Background: an optimization exercise with open tools, aiming at small area, a short achievable clock period and few clock cycles per item. Do not read the settings as production practice.
In this exercise RTL edits were held to simulation tests only and were not proved equivalent to the original.

// mac_unit
module mac_unit (
    input  wire        clk,
    input  wire        rst,          
    input  wire        cmd_valid,
    output wire        cmd_ready,
    input  wire [2:0]  cmd_op,
    input  wire [31:0] cmd_data,
    input  wire [1:0]  cmd_len,      
    input  wire [79:0] cmd_tag,      
    output reg         rsp_valid,
    output reg         rsp_ok,
    output wire [79:0] rsp_tag,
    output reg  [1:0]  mac_st,
    output reg  [3:0]  err
);
    localparam OP_KEY    = 3'd0;
    localparam OP_NEW    = 3'd1;
    localparam OP_UPDATE = 3'd2;
    localparam OP_FINAL  = 3'd3;
    localparam OP_VERIFY = 3'd4;
    localparam OP_ABORT  = 3'd5;
    localparam ST_NONE   = 2'd0;
    localparam ST_ACTIVE = 2'd1;
    localparam ST_FINAL  = 2'd2;
    localparam E_MISMATCH = 4'd4;
    localparam E_AFTERFIN = 4'd7;
    localparam E_ILLEGAL  = 4'd8;
    localparam E_SEQUENCE = 4'd9;
    localparam J_IPAD = 3'd0;    
    localparam J_MSG  = 3'd1;    
    localparam J_FINB = 3'd3;    
  ...
Settings: LEC_CHECK=0, CAP_MARGIN=30, CORE_MARGIN=2, CORE_UTILIZATION=60, CTS_CLUSTER_DIAMETER=80, CTS_CLUSTER_SIZE=24, PLACE_DENSITY=0.75, SETUP_SLACK_MARGIN=5, SLEW_MARGIN=20; clock period 10.0 ns.
standard.sh (not shown) runs the stock make flow with config.mk's settings and CLKGATE_MAP_FILE= SYNTH_SCRIPT=/design/flow/synth_recipe.tcl, a recipe that flattens the netlist after the stock synthesis.
==> flow/flow/run.sh <==
#!/bin/bash
set -euo pipefail
bash standard.sh SETUP_SLACK_MARGIN=6 finish > standard.log 2>&1
The baseline passed the timing, DRC and antenna checks.
Testbench counts at the start, summed over its fixed seeds: cycles 60,478, bytes 38,480.
Edit:
Settings changed: ABC_AREA set to 1, CTS_CLUSTER_DIAMETER 80 to 90, CTS_CLUSTER_SIZE 24 to 27.
After rerunning: The new run passed the timing, DRC and antenna checks. Final cell count is higher by about a fifth. Routed wire length is higher by about a fifth. Clock skew is lower by 0.021 ns.

* * *

run 1:
mac_unit again, from the RTL that the note above started with.
Settings: LEC_CHECK=0, CAP_MARGIN=20, CORE_MARGIN=2, CORE_UTILIZATION=60, CTS_CLUSTER_DIAMETER=80, CTS_CLUSTER_SIZE=24, PLACE_DENSITY=0.75, SETUP_SLACK_MARGIN=5, SLEW_MARGIN=20; clock period 10.0 ns.
run.sh (not shown) runs the stock make flow with config.mk's settings and CLKGATE_MAP_FILE= SYNTH_SCRIPT=/design/flow/synth_recipe.tcl, a recipe that flattens the netlist after the stock synthesis.
Stock flow here: none of the scripts above is used.
Run 1 reached the final stage; the timing, DRC and antenna checks on its layout passed.
Testbench counts of run 1, summed over its fixed seeds: cycles 60,478, bytes 38,480.
#### Input delta (run 2 over run 1)
- CAP_MARGIN now 30, was 20
- CTS_CLUSTER_DIAMETER now 90, was 80
- CTS_CLUSTER_SIZE now 27, was 24
==> flow/flow/run.sh (new file) <==
#!/bin/bash
set -euo pipefail
bash standard.sh SETUP_SLACK_MARGIN=6 finish > standard.log 2>&1
==> flow/standard.sh (new file) <==
#!/bin/bash
# synth_recipe.tcl (not shown) runs the flow's synth.tcl, then flattens the netlist and writes it again
# the make line also repeats each setting of config.mk as NAME=value (left out here)
make -C /OpenROAD-flow-scripts/flow DESIGN_CONFIG=/design/flow/config.mk WORK_HOME=/design/flow/orfs CLKGATE_MAP_FILE= SYNTH_SCRIPT=/design/flow/synth_recipe.tcl "${@:-finish}"
removed: flow/run.sh
## What came out
All of run 1 and run 2 finish clean.
A start point of the critical path of a[2] is what run 2 shows, while e[0] belongs to run 1.
In the flow results for run 1 and run 2, the post-route clock skew is smaller on run 1.
Delta (run 2 minus run 1): count of non-filler cells in the finished layout rose by 163.

* * *

Setup of the previous run:
mac_unit, a different RTL version from the one above (not shown whole).
For scale: ~7600 cells after synthesis, roughly 2200 flip-flops, ~0.090 mm² of cells after synthesis.
make LEC_CHECK=0 CAP_MARGIN=20 CORE_MARGIN=2 CORE_UTILIZATION=25 PLACE_DENSITY=0.4 SLEW_MARGIN=20 finish   # period 10.0 ns
Stock flow here: none of the scripts above is used.
Testbench counts of the previous run, summed over its fixed seeds: cycles 60,812, bytes 38,480.
diff inputs: the previous run => the current run
--- a/flow/config.mk
+++ b/flow/config.mk
@@ -10,3 +10,4 @@
 export CORE_UTILIZATION = 25
 export PLACE_DENSITY = 0.4
+export SETUP_SLACK_MARGIN = 5
 export SLEW_MARGIN = 20
--- outcome ---
- When the current run is measured against the previous run, its number of antenna violations at the first check in global routing turns out 11 lower.
- Looking at the reports, the current run completed the entire flow and the layout it produced met the timing, DRC and antenna checks.

[static timing again, ports no longer ideal]
How much do the figures lean on ideal ports? The routed layouts below were timed once more, with nothing changed but the port constraints.
Step 1 sets driving cells, clkbuf_16 on the clock port and buf_2 on the other inputs (assumed; they add their load-dependent delay and slew).
Step 2 also shifts input and output timing later by t, the mid clock arrival at the registers, as if the neighbouring blocks saw the same clock.
Three values: ideal ports, drivers, drivers and shift; two values: the first two.
run | t (ns) | setup WS [ns] | worst setup path after step 2 | cell pins on the clock port's net
the first run of note 1 | 0.853 | 5.480 / 5.480 / 5.206 | input to register | 1
the second run of note 1 | 0.854 | 5.892 / 5.836 / 5.083 | input to register | 1
run 1 | 0.863 | 5.077 / 5.077 / 4.412 | input to register | 1
run 2 | 0.843 | 5.528 / 5.528 / 5.232 | input to register | 1
the previous run | 0.998 | 4.060 / 4.060 / 3.857 | input to register | 1
the current run | 0.994 | 5.055 / 5.055 / 4.507 | input to register | 1
After both steps setup and hold are still met in every run listed. For the second run of note 1, which loses most, drivers alone change the setup slack by -0.056 ns; drivers and shift together by -0.809 ns.
